What follows belongs to an exercise in optimizing a design on an open flow for small area; a production flow would make more cautious choices.
Only simulation tests tie the RTL to the original design; equivalence was not proved.
Power is estimated from default activity; no workload was simulated.

Setup of cedar:
==> module rd_dds_engine, before the edit <==
module rd_dds_engine (
  input  wire        clk,
  input  wire        rst,
  input  wire [31:0] cmd,
  input  wire        cmd_valid,
  output wire        cmd_ready,
  input  wire        tick,
  output wire [7:0]  sample,
  output wire        out_en,
  output wire        busy
);
  reg [9:0]  ph_a, ph_b;
  reg        ph_zero;
  reg [4:0]  code;
  reg [19:0] rem;
  reg        hb;
  wire active = |rem;
  assign busy      = active;
  assign out_en    = active;
  assign cmd_ready = ~active;
  wire       cmd_take = cmd_valid & ~active;
  wire       cmd_init = cmd_take & (cmd == 32'h1000_0000);
  wire       cmd_tone = cmd_take & (cmd[31:21] == 11'b0010_0000_000);
  wire [4:0] sym      = cmd[20:16];
  wire [19:0] tone_len = (sym[4:3] == 2'b11 && sym[2:0] >= 3'd5) ? 20'd0 :
                         (sym[4:3] == 2'b11 && sym[2:0] >= 3'd3) ? 20'd32 :
                         {cmd[15:0], 4'b0000};
  wire       do_tick = tick & active;
  wire [7:0] step_a, step_b;
  wire       has_next;
  wire [4:0] next_code;
  rd_dds_steps u_steps (.code(code), .step_a(step_a), .step_b(step_b),
                        .has_next(has_next), .next_code(next_code));
  wire [9:0] base_a = ph_zero ? 10'd4 : ph_a;
  wire [9:0] base_b = ph_zero ? 10'd4 : ph_b;
  wire [9:0] ph_a_n = base_a + {2'b00, step_a};
  wire [9:0] ph_b_n = base_b + {2'b00, step_b};
  wire       last = (rem == 20'd1);
  always @(posedge clk) begin
    if (rst) begin
      ph_zero <= 1'b1;
      rem     <= 20'd0;
    end else if (cmd_init) begin
      ph_zero <= 1'b1;
    end else if (cmd_tone) begin
      code    <= sym;
      rem     <= tone_len;
    end else if (do_tick) begin
      ph_zero <= 1'b0;
      ph_a    <= ph_a_n;
      ph_b    <= ph_b_n;
      hb      <= (step_b != 8'd0);
      if (last) begin
        code  <= next_code;
        rem   <= has_next ? 20'd32 : 20'd0;
      end else begin
        rem   <= rem - 20'd1;
      end
    end
  end
  wire [6:0] amp_a, amp_b;
  rd_dds_sine   u_sine_a (.idx(ph_a[9:3]), .amp(amp_a));
  rd_dds_sine34 u_sine_b (.idx(ph_b[9:3]), .amp(amp_b));
  assign sample = {1'b0, amp_a} + {1'b0, amp_b & {7{hb}}};
endmodule
==> module rd_dds_decoder, before the edit <==
module rd_dds_decoder (
  input  wire       clk,
  input  wire       rst,
  input  wire       dial_active,
  input  wire       pulse,
  input  wire       db_release,
  input  wire       sf_inhibit,
  input  wire [1:0] map_policy,
  output wire [4:0] digit,
  output reg        digit_valid,
  output reg        sf_arm,
  output reg        sf_cancel
);
  reg       dialing;
  reg [3:0] count;
  reg [3:0] dig;
  reg       db_lock;
  reg       pulse_q;
  assign digit = {dig[3] & dig[2], dig};
  wire       lock_1  = db_lock & ~db_release;                  
  wire       ev_dials = dial_active & ~dialing;                
  wire       dialing_1 = dialing | dial_active;
  wire [3:0] count_1 = ev_dials ? 4'd0 : count;
  wire       ev_pulse = pulse & ~pulse_q & ~lock_1;            
  wire       counted = ev_pulse & dialing_1 & ~sf_inhibit & (count_1 != 4'd11);
  wire [3:0] count_2 = count_1 + {3'b000, counted};
  wire       ev_diale = ~dial_active & dialing;                
  reg  [3:0] d;
  always @(*) begin
    if (count_2 == 4'd0 || count_2 == 4'd11) d = 4'hF;
    else case (map_policy)
      2'd1:    d = (count_2 == 4'd10) ? 4'd0 : 4'd10 - count_2;   
      2'd2:    d = count_2 - 4'd1;                                
      default: d = (count_2 == 4'd10) ? 4'd0 : count_2;           
    endcase
  end
  always @(posedge clk) begin
    if (rst) begin
      dialing     <= 1'b0;
      count       <= 4'd0;
      dig         <= 4'hF;
      db_lock     <= 1'b0;
      pulse_q     <= 1'b1;
      digit_valid <= 1'b0;
      sf_arm      <= 1'b0;
      sf_cancel   <= 1'b0;
    end else begin
      dialing     <= dial_active;
      count       <= count_2;
      db_lock     <= lock_1 | ev_pulse;
      pulse_q     <= pulse;
      sf_arm      <= ev_dials;
      sf_cancel   <= (ev_pulse & dialing_1) | ev_diale;
      digit_valid <= ev_diale & (d != 4'hF);
      if (ev_diale)
        dig       <= d;
    end
  end
endmodule
Settings: LEC_CHECK=0, CAP_MARGIN=20, CORE_MARGIN=2, CORE_UTILIZATION=40, PLACE_DENSITY=0.6, SLEW_MARGIN=20; clock period 10.0 ns.
standard.sh (not shown) runs the stock make flow with config.mk's settings and CLKGATE_MAP_FILE= SYNTH_SCRIPT=/design/flow/synth_recipe.tcl, a recipe that flattens the netlist after the stock synthesis.
==> flow/flow/run.sh <==
#!/bin/bash
# Own layout flow:
#   1. the standard synthesis (standard.sh synth), unchanged;
#   2. its combinational cells remapped for area with yosys + ABC (four runs
#      with different ABC seeds, the smallest kept); every flip-flop instance
#      is kept as the standard synthesis made it;
#   3. the standard layout (standard.sh) from the remapped netlist, with
#      buf_1 port buffers and a clock tree of clkbuf_4 without dummy loads.
# Each tool writes its full output to a log file in this folder.
set -euo pipefail
W=$(pwd)
R=$W/orfs/results/$FLOW_PLATFORM/rd_dds/base
LIB=$FLOW_HOME/platforms/$FLOW_PLATFORM/lib/sky130_fd_sc_hd__tt_025C_1v80.lib
YOSYS=$FLOW_HOME/../tools/install/yosys/bin/yosys

bash standard.sh synth > 1_standard_synth.log 2>&1
cp "$R/1_2_yosys.v" "$W/1_2_yosys_standard.v"

# liberty of the combinational cells the standard netlist uses (read as logic)
CELLS=$(grep -oE 'sky130_fd_sc_hd__[a-z0-9_]+' "$W/1_2_yosys_standard.v" | sort -u |
        grep -vE '__(df|edf|sdf|dl|sdl|conb)' || true)
python3 flow/libsub.py "$LIB" $CELLS > "$W/comb.lib"
# liberty ABC maps to: plain combinational cells only
python3 flow/libsub.py "$LIB" --map > "$W/map.lib"

for s in 1 2 3 4; do
  mkdir -p "$W/remap$s"
  sed -e "s#@S@#$s#g" flow/area.abc > "$W/remap$s/area.abc"
  sed -e "s#@LIB@#$LIB#g" -e "s#@W@#$W#g" -e "s#@D@#$W/remap$s#g" flow/reopt.ys > "$W/remap$s/reopt.ys"
  "$YOSYS" -s "$W/remap$s/reopt.ys" > "2_yosys_remap$s.log" 2>&1 &
done
wait
best=""; best_area=""
for s in 1 2 3 4; do
  a=$(awk '/Chip area/ {print $NF}' "$W/remap$s/after.txt" 2>/dev/null || true)
  [[ -n "$a" && -f "$W/remap$s/1_2_yosys.v" ]] || continue
  if [[ -z "$best" ]] || awk -v a="$a" -v b="$best_area" 'BEGIN{exit !(a < b)}'; then
    best=$s; best_area=$a
  fi
done
echo "remap runs: best $best, area $best_area" > 2_remap_choice.log
cp "$W/remap$best/1_2_yosys.v" "$R/1_2_yosys.v"

export BUFFER_PORTS_ARGS="-buffer_cell sky130_fd_sc_hd__buf_1"
export CTS_ARGS="-sink_clustering_enable -repair_clock_nets -dont_use_dummy_load -buf_list sky130_fd_sc_hd__clkbuf_4 -root_buf sky130_fd_sc_hd__clkbuf_4"
bash standard.sh > 3_standard_layout.log 2>&1
Other scripts of this flow, unchanged in this note and not shown: flow/flow/area.abc, flow/flow/libsub.py, flow/flow/reopt.ys
cedar | stages: all done | timing, DRC, antenna: all pass
For garnet, these inputs were changed with respect to cedar:
diff --git a/flow/design.v b/flow/design.v
--- a/flow/design.v
+++ b/flow/design.v
@@ -384,29 +384,29 @@
   wire [9:0] base_a = ph_zero ? 10'd4 : ph_a;
   wire [9:0] base_b = ph_zero ? 10'd4 : ph_b;
   wire [9:0] ph_a_n = base_a + {2'b00, step_a};
   wire [9:0] ph_b_n = base_b + {2'b00, step_b};
   wire       last = (rem == 20'd1);
+  wire [19:0] rem_dec = rem - 20'd1;
+  wire [19:0] rem_run = do_tick ? (rem_dec | {14'd0, last & has_next, 5'd0}) : rem;
   always @(posedge clk) begin
     if (rst) begin
       ph_zero <= 1'b1;
       rem     <= 20'd0;
-    end else if (cmd_init) begin
-      ph_zero <= 1'b1;
-    end else if (cmd_tone) begin
-      code    <= sym;
-      rem     <= tone_len;
-    end else if (do_tick) begin
-      ph_zero <= 1'b0;
-      ph_a    <= ph_a_n;
-      ph_b    <= ph_b_n;
-      hb      <= (step_b != 8'd0);
-      if (last) begin
-        code  <= next_code;
-        rem   <= has_next ? 20'd32 : 20'd0;
-      end else begin
-        rem   <= rem - 20'd1;
+    end else begin
+      rem     <= rem_run | (cmd_tone ? tone_len : 20'd0);
+      if (cmd_init)
+        ph_zero <= 1'b1;
+      if (cmd_tone)
+        code    <= sym;
+      if (do_tick) begin
+        ph_zero <= 1'b0;
+        ph_a    <= ph_a_n;
+        ph_b    <= ph_b_n;
+        hb      <= (step_b != 8'd0);
+        if (last)
+          code  <= next_code;
       end
     end
   end
   wire [6:0] amp_a, amp_b;
   rd_dds_sine   u_sine_a (.idx(ph_a[9:3]), .amp(amp_a));
@@ -420,20 +420,25 @@
   input  wire       pulse,
   input  wire       db_release,
   input  wire       sf_inhibit,
   input  wire [1:0] map_policy,
   output wire [4:0] digit,
-  output reg        digit_valid,
-  output reg        sf_arm,
-  output reg        sf_cancel
+  output wire       digit_valid,
+  output wire       sf_arm,
+  output wire       sf_cancel
 );
   reg       dialing;
+  reg       dialing_q;    
   reg [3:0] count;
   reg [3:0] dig;
   reg       db_lock;
   reg       pulse_q;
+  reg       pulse_cancel;   
   assign digit = {dig[3] & dig[2], dig};
+  assign sf_arm      = dialing & ~dialing_q;
+  assign digit_valid = dialing_q & ~dialing & ~(dig[3] & dig[2]);
+  assign sf_cancel   = pulse_cancel | (dialing_q & ~dialing);
   wire       lock_1  = db_lock & ~db_release;                  
   wire       ev_dials = dial_active & ~dialing;                
   wire       dialing_1 = dialing | dial_active;
   wire [3:0] count_1 = ev_dials ? 4'd0 : count;
   wire       ev_pulse = pulse & ~pulse_q & ~lock_1;            
@@ -454,21 +459,19 @@
       dialing     <= 1'b0;
       count       <= 4'd0;
       dig         <= 4'hF;
       db_lock     <= 1'b0;
       pulse_q     <= 1'b1;
-      digit_valid <= 1'b0;
-      sf_arm      <= 1'b0;
-      sf_cancel   <= 1'b0;
+      dialing_q   <= 1'b0;
+      pulse_cancel <= 1'b0;
     end else begin
       dialing     <= dial_active;
       count       <= count_2;
       db_lock     <= lock_1 | ev_pulse;
       pulse_q     <= pulse;
-      sf_arm      <= ev_dials;
-      sf_cancel   <= (ev_pulse & dialing_1) | ev_diale;
-      digit_valid <= ev_diale & (d != 4'hF);
+      dialing_q   <= dialing;
+      pulse_cancel <= ev_pulse & dialing_1;
       if (ev_diale)
         dig       <= d;
     end
   end
 endmodule
- Every stage of the flow completed for garnet, and the final layout passed the timing, design-rule and antenna checks.
- Final worst slack: garnet worse than cedar
- The run showing the greater sequential cell count is cedar.
- NOTE: part of the cycle the worst path needs in garnet exceeds that of cedar
- Going from cedar to garnet, final critical path time including I/O delays and setup saw an increase; final-layout non-clock buffer area share saw little to no change; critical path depth saw an increase; global-route usage saw little to no change.
- In garnet relative to cedar, wire length of the first global-routing pass had gone down slightly.
- Of cedar and garnet, the run reporting the higher global routing met1 resource utilization was garnet.
- What garnet reported for total power has to be multiplied by 0.810 to get the figure for cedar.
- Register area was lower in garnet than in cedar.
- Looking at wire length across both flows, garnet is the stronger of the two, with cedar trailing.
- The synthesis-to-finish area growth of garnet and that of cedar are within noise of each other.
- Going from cedar to garnet, the arrival time at the worst endpoint was found to have gone up by 0.34 ns.

-- afterwards: timing with drivers on the ports --
The results above use ideal ports. As a check the final layouts listed here were re-extracted and re-timed, cells and wires unchanged. Step 1 (the two cells are an assumption about what drives the block):
set clk [get_ports {clk}]
set_driving_cell -lib_cell sky130_fd_sc_hd__clkbuf_16 $clk
set_driving_cell -lib_cell sky130_fd_sc_hd__buf_2 [delete_from_list [all_inputs] $clk]
Step 2 times the ports against the registers' clock, not the clock port: input delays grow and output delays shrink by t, the midpoint of the rising clock arrivals with the driver on. Slacks: ideal / step 1 / step 2; pairs: ideal / step 1.
| run | t, ns | slack for setup (ns) | worst slew at a driven data input, ns |
|---|---|---|---|
| cedar | 0.435 | 3.202 / 3.172 / 3.607 | 0.03 |
| garnet | 0.428 | 2.864 / 2.835 / 3.264 | 0.03 |
After both steps every run listed still meets setup and hold.
